Background: an optimization exercise with open tools, aiming at small area, a short achievable clock period and few clock cycles. Do not read the settings as production practice.
The RTL was checked by simulation tests, not by an equivalence proof against the original design.
Power and IR drop assume default switching activity.

## the previous run
// mmu_pagewalker
module mmu_pagewalker (
    input  wire        clk,
    input  wire        rst,
    input  wire        req_valid,
    output reg         req_ready,
    input  wire [1:0]  req_cmd,
    input  wire [15:0] req_wdata,
    input  wire [31:0] req_va,
    input  wire        req_user,
    input  wire        req_write,
    input  wire        req_fetch,
    input  wire        req_suppress,
    input  wire [3:0]  req_atype,
    output reg         rsp_valid,
    output reg  [1:0]  rsp_kind,
    output reg  [31:0] rsp_data,
    output reg         mem_valid,
    output reg         mem_we,
    output reg  [31:0] mem_addr,
    output wire [15:0] mem_wdata,
    input  wire        mem_ready,
    input  wire [31:0] mem_rdata
);
    localparam [1:0] CMD_WRITE  = 2'd0;
    localparam [1:0] CMD_STATUS = 2'd1;
    localparam [1:0] CMD_RESULT = 2'd2;
    localparam [1:0] CMD_XLATE  = 2'd3;
  ...
==> flow/config.mk <==
export PLATFORM = sky130hd
export DESIGN_NAME = mmu_pagewalker
export DESIGN_NICKNAME = mmu_pagewalker
export VERILOG_FILES = /design/flow/design.v
export SDC_FILE = /design/flow/constraint.sdc
export NUM_CORES = 4
export LEC_CHECK = 0
export CAP_MARGIN = 20
export CORE_MARGIN = 2
export CORE_UTILIZATION = 65
export CTS_CLUSTER_DIAMETER = 120
export CTS_CLUSTER_SIZE = 20
export PLACE_DENSITY = 0.65
export SETUP_SLACK_MARGIN = 5
export SLEW_MARGIN = 20
export TNS_END_PERCENT = 0
==> flow/constraint.sdc <==
create_clock -name core_clock -period 7.0 [get_ports {clk}]
set_input_delay 1.4000 -clock core_clock [delete_from_list [all_inputs] [get_ports {clk}]]
set_output_delay 1.4000 -clock core_clock [all_outputs]
set_load 0.01 [all_outputs]
standard.sh (not shown) runs the stock make flow with config.mk's settings and CLKGATE_MAP_FILE= SYNTH_SCRIPT=/design/flow/synth_recipe.tcl, a recipe that flattens the netlist after the stock synthesis.
==> flow/flow/run.sh <==
#!/bin/bash
# The standard layout (standard.sh, all steps), except that the ports are
# buffered with plain buf_1 cells instead of the delay cells buffer_ports picks
# by default. Make's full output goes to std_flow.log in this folder; the
# tools' own logs are under orfs/logs/.
set -euo pipefail
export BUFFER_PORTS_ARGS="-buffer_cell sky130_fd_sc_hd__buf_1"
bash standard.sh > std_flow.log 2>&1
Testbench counts of the previous run, summed over its fixed seeds: cycles 43,154.
For the current run, these inputs were changed with respect to the previous run:
--- a/flow/design.v
+++ b/flow/design.v
@@ -262,26 +262,20 @@
                 req_ready <= 1'b1;
                 rsp_valid <= 1'b1;
                 if (pe_vc)
                     pe <= PE_STATUS;
             end
         end
     end
     always @(posedge clk) begin
         if (snap)
             opv <= reg_rd;
-        else if (idle && pe == PE_AW_OPNDS) begin
-            if (!half)
-                opv <= {16'd0, req_wdata};
-            else
-                opv[31:16] <= req_wdata;
-        end
         if (tr9_p) begin
             pf1 <= pf0;
             pf0 <= t_va;
         end
         if (pend) begin
             case (quick)
             SEL_BPR0: begin bpr0_h <= opv[31:28]; bpr0_l <= opv[23:0]; end
             SEL_BPR1: begin bpr1_h <= opv[31:28]; bpr1_l <= opv[23:0]; end
             SEL_PF0:  pf0  <= opv[23:0];
             SEL_PF1:  pf1  <= opv[23:0];
@@ -305,21 +299,27 @@
         end
         if (wr_now) begin
             case (pe)
             PE_AW_OPWORD: begin
                 subop  <= new_subop[1:0];
                 quick  <= new_quick;
                 two    <= new_size[1];
                 half   <= 1'b0;
                 hasres <= (new_subop == 4'd3) && !fault;
             end
-            PE_AW_OPNDS: half <= 1'b1;
+            PE_AW_OPNDS: begin
+                if (!half)
+                    opv <= {16'd0, req_wdata};
+                else
+                    opv[31:16] <= req_wdata;
+                half <= 1'b1;
+            end
             default: ;
             endcase
         end
         if (lmr_now) begin
             case (quick)
             SEL_PTB0: begin ptb0_h <= operand[31]; ptb0_l <= operand[23:10]; end
             SEL_PTB1: begin ptb1_h <= operand[31]; ptb1_l <= operand[23:10]; end
             default: ;
             endcase
         end
Results
Vias: the current run above the previous run
Summary of the current run over the previous run: post-detailed-placement half-perimeter wirelength now larger, sequential cell area share dropped 3.1 points, growth of design area from synthesis to finish increased by 0.58 points relative to the old numbers, worst-case setup margin in the final layout neither gained nor lost much, share of total power in sequential cells now sits lower.
The run showing the smaller post-CTS setup buffer count is the previous run.
Run comparison: the previous run most common cell after layout, fill and taps aside edfxtp_1; the current run most common cell after layout, fill and taps aside dfxtp_1
Re met2 wire length: the current run and the previous run aren't equal, and the lower value belongs to the previous run.
Testbench counts of the current run, summed over its fixed seeds: cycles 43,154.

==> port drivers added, routing unchanged <==
How much do the figures lean on ideal ports? The routed layouts below were timed once more, with nothing changed but the port constraints.
Step 1: set_driving_cell puts a clkbuf_16 on clk and a buf_2 on each other input, an assumption about the parent block.
Step 2 also shifts input and output timing later by t, the mid clock arrival at the registers, as if the neighbouring blocks saw the same clock.
Three values: ideal, step 1, step 2; two values: the first two.
| run | shift t [ns] | setup WS [ns] | worst setup path at the end | slew at the worst register clock pin (ns) | cell pins on the clock port's net |
|---|---|---|---|---|---|
| the previous run | 0.591 | 4.473 / 4.419 / 3.943 | input to register | 0.09 / 0.09 | 1 |
| the current run | 0.583 | 4.470 / 4.421 / 3.947 | input to register | 0.09 / 0.09 | 1 |
After both steps setup and hold are still met in every run listed. The setup slack of the previous run, which loses most, moves by -0.054 ns with the drivers and by -0.530 ns with both steps.
